Background: an optimization exercise with open tools, aiming at small area. Do not read the settings as production practice. Only simulation tests tie the RTL to the original design; equivalence was not proved. No activity file was given, so power comes from the tool's default toggle rates.

==> run Y: inputs <==
==> flow/design.v (excerpt) <==
module as7343_ctrl (
    input  wire        clk,
    input  wire        rst,           
    input  wire        csr_we,
    input  wire [7:0]  csr_addr,
    input  wire [31:0] csr_wdata,
    output reg  [31:0] csr_rdata,
    input  wire        ms_tick,
    output wire        bus_req,
    output reg         bus_rd,
    output wire [6:0]  bus_addr,
    output reg  [7:0]  bus_reg,
    output wire [5:0]  bus_len,
    output wire [7:0]  bus_wdata,
    input  wire        bus_wnext,
    input  wire        bus_rvalid,
    input  wire [7:0]  bus_rdata,
    input  wire        bus_done,
    input  wire        bus_nack
);
    localparam [6:0]  DEV_ADDR    = 7'h39;
    localparam [7:0]  EXPECTED_ID = 8'h81;
    localparam [2:0] E_NONE    = 3'd0;
    localparam [2:0] E_NACK    = 3'd1;
    localparam [2:0] E_SHORT   = 3'd2;
    localparam [2:0] E_TIMEOUT = 3'd3;
    localparam [2:0] E_ILLEGAL = 3'd4;
    localparam [2:0] E_BADARG  = 3'd5;
    localparam [2:0] E_BANK    = 3'd6;
    localparam [2:0] E_IDMIS   = 3'd7;
    localparam [1:0] PH_IDLE   = 2'd0;
    localparam [1:0] PH_DECODE = 2'd1;
    localparam [1:0] PH_EXEC   = 2'd2;
    localparam [1:0] PH_BUS    = 2'd3;
    reg [31:0] cmd;
    reg [31:0] arg;
    reg        st_done, st_ch_valid, st_sorted_valid, st_werr;
    reg [1:0]  st_bank;
    reg [2:0]  st_err;
    reg [31:0] timeout;
    reg        tmo_zero;      
    reg [31:0] now_ms;
    reg [7:0]  id_value;
    reg [5:0]  rcount;
    reg [15:0] txcount;
    reg [7:0]  buff   [0:31];
    reg [15:0] ch     [0:17];
    reg [15:0] sorted [0:11];
    reg        srt_zero;      
    reg [1:0]  phase;
    reg [4:0]  pc;            
    reg [31:0] elapsed;       
    reg        el_ge;
    reg [15:0] stg;
    reg [5:0]  bptr;
    reg        snoop_bit;     
  ...
Settings: LEC_CHECK=0, CAP_MARGIN=20, CORE_MARGIN=2, CORE_UTILIZATION=60, SLEW_MARGIN=20, SYNTH_HIERARCHICAL=1; clock period 12.0 ns.
standard.sh (not shown) runs the stock make flow with config.mk's settings and CLKGATE_MAP_FILE= SYNTH_SCRIPT=/design/flow/synth_recipe.tcl, a recipe that flattens the netlist after the stock synthesis.
==> flow/flow/run.sh <==
#!/bin/bash
# Layout flow: the standard ORFS flow (standard.sh), run stage by stage
# with two changes to how the layout is made:
#  - the port buffers that global placement inserts are buf_1 cells;
#  - clock tree synthesis uses larger sink clusters and no dummy loads.
# Each stage's full output goes to its own log file in the work folder.
set -euo pipefail
cd "$(dirname "$0")/.."

export BUFFER_PORTS_ARGS="-buffer_cell sky130_fd_sc_hd__buf_1"
export CTS_ARGS="-sink_clustering_enable -repair_clock_nets -dont_use_dummy_load -sink_clustering_size 25 -sink_clustering_max_diameter 100 -buf_list sky130_fd_sc_hd__clkbuf_16"

for stage in synth floorplan place cts route finish; do
  bash standard.sh "$stage" > "flow_${stage}.log" 2>&1
done
test -s out/final.def
==> run H (differences from run Y) <==
--- a/flow/design.v
+++ b/flow/design.v
@@ -1052,31 +1052,20 @@
         if (rst)
             tmo_zero <= 1'b1;
         else if (tmo_set)
             tmo_zero <= 1'b0;
     end
-    wire [31:0] now_inc, el_inc;
-    wire [32:0] now_carry, el_carry;
-    wire [15:0] tx_inc;
-    wire [16:0] tx_carry;
-    assign now_carry[0] = ms_tick;
-    assign el_carry[0]  = ms_tick;
-    assign tx_carry[0]  = launch & ~(&txcount);
-    genvar gi;
-    generate
-        for (gi = 0; gi < 32; gi = gi + 1) begin : g_inc
-            as7343_ha u_now (.a(now_ms[gi]),  .b(now_carry[gi]), .s(now_inc[gi]), .c(now_carry[gi + 1]));
-            as7343_ha u_el  (.a(elapsed[gi]), .b(el_carry[gi]),  .s(el_inc[gi]),  .c(el_carry[gi + 1]));
-        end
-        for (gi = 0; gi < 16; gi = gi + 1) begin : g_tx
-            as7343_ha u_tx (.a(txcount[gi]), .b(tx_carry[gi]), .s(tx_inc[gi]), .c(tx_carry[gi + 1]));
-        end
-    endgenerate
     always @(posedge clk) begin
-        now_ms  <= now_inc & {32{~rst}};
-        elapsed <= ex_load ? {31'd0, ms_tick} : el_inc;
-        el_ge   <= ~ex_load & ~el_carry[32] & (el_ge | (elapsed == timeout));
+        if (rst)
+            now_ms <= 32'd0;
+        else if (ms_tick)
+            now_ms <= now_ms + 32'd1;
+        if (ex_load)
+            elapsed <= {31'd0, ms_tick};
+        else if (ms_tick)
+            elapsed <= elapsed + 32'd1;
+        el_ge <= ~ex_load & ~(ms_tick & (&elapsed)) & (el_ge | (elapsed == timeout));
     end
     always @(posedge clk) begin
         if (launch)
             bptr <= 6'd0;
         else if (in_bus & (bus_wnext | bus_rvalid))
@@ -1087,11 +1076,14 @@
         end
         if (in_dec)
             snoop_bit <= bus_wdata[4];
     end
     always @(posedge clk) begin
-        txcount <= tx_inc & {16{~(rst | issue)}};
+        if (rst | issue)
+            txcount <= 16'd0;
+        else if (launch & (txcount != 16'hFFFF))
+            txcount <= txcount + 16'd1;
         if (rst | issue)
             rcount <= 6'd0;
         else if (done_ev & bus_rd)
             rcount <= bus_nack ? 6'd0 : bptr;
     end
@@ -1229,17 +1221,10 @@
                 end
             endcase
         end
     end
 endmodule
-module as7343_ha (
-    input  wire a, input wire b,
-    output wire s, output wire c
-);
-    assign s = a ^ b;
-    assign c = a & b;
-endmodule
 module as7343_aoi222 (
     input  wire a0, input wire s0,
     input  wire a1, input wire s1,
     input  wire a2, input wire s2,
     output wire y
==> flow/run.sh (new file) <==
#!/bin/bash
# synth_recipe.tcl (not shown) runs the flow's synth.tcl, then flattens the netlist and writes it again
# the make line also repeats each setting of config.mk as NAME=value (left out here)
make -C /OpenROAD-flow-scripts/flow DESIGN_CONFIG=/design/flow/config.mk WORK_HOME=/design/flow/orfs CLKGATE_MAP_FILE= SYNTH_SCRIPT=/design/flow/synth_recipe.tcl finish
- CTS_CLUSTER_DIAMETER: unset -> 100
- CTS_CLUSTER_SIZE: unset -> 20
removed: flow/flow/run.sh
removed: flow/standard.sh
==> summary of the runs <==
Between run Y and run H, the lower sequential share of layout area is in run H (gap 1.9 points). In run H the global-route usage is higher than in run Y, by 0.55 points. In run H the die area is larger than in run Y, by 0.46%. Between run Y and run H, the lower first-iteration DRC count is in run H (gap about 3%, measured against run H). In run H the worst hold slack is lower than in run Y, by 15 ps. In run H the wire length is higher than in run Y, by 1.7%. Of run H and run Y, run H has the higher clock power (gap 17%, measured against run Y). In run H the cell area is higher than in run Y, by about 3%. In sequential power, run H and run Y hardly differ.

re-timing with driven ports:
The results above use ideal ports. As a check the final layouts listed here were re-extracted and re-timed, cells and wires unchanged. Step 1: set_driving_cell puts a clkbuf_16 on clk and a buf_2 on each other input, an assumption about the parent block. Step 2 moves the port delays by t, midway between the first and last clock arrival at a register: inputs arrive t later, outputs are due t later. That takes back most of the time a late clock gives input paths. a / b / c = ideal / step 1 / step 2; a / b = the first two.
run | t (ns) | slack for setup (ns) | hold WS [ns]
run Y | 0.679 | 2.967 / 2.942 / 2.764 | 0.457 / 0.457 / 0.457
run H | 0.719 | 2.083 / 2.055 / 2.055 | 0.442 / 0.442 / 0.442
After both steps setup and hold are still met in every run listed. The setup slack of run Y, which loses most, moves by -0.025 ns with the drivers and by -0.203 ns with both steps.
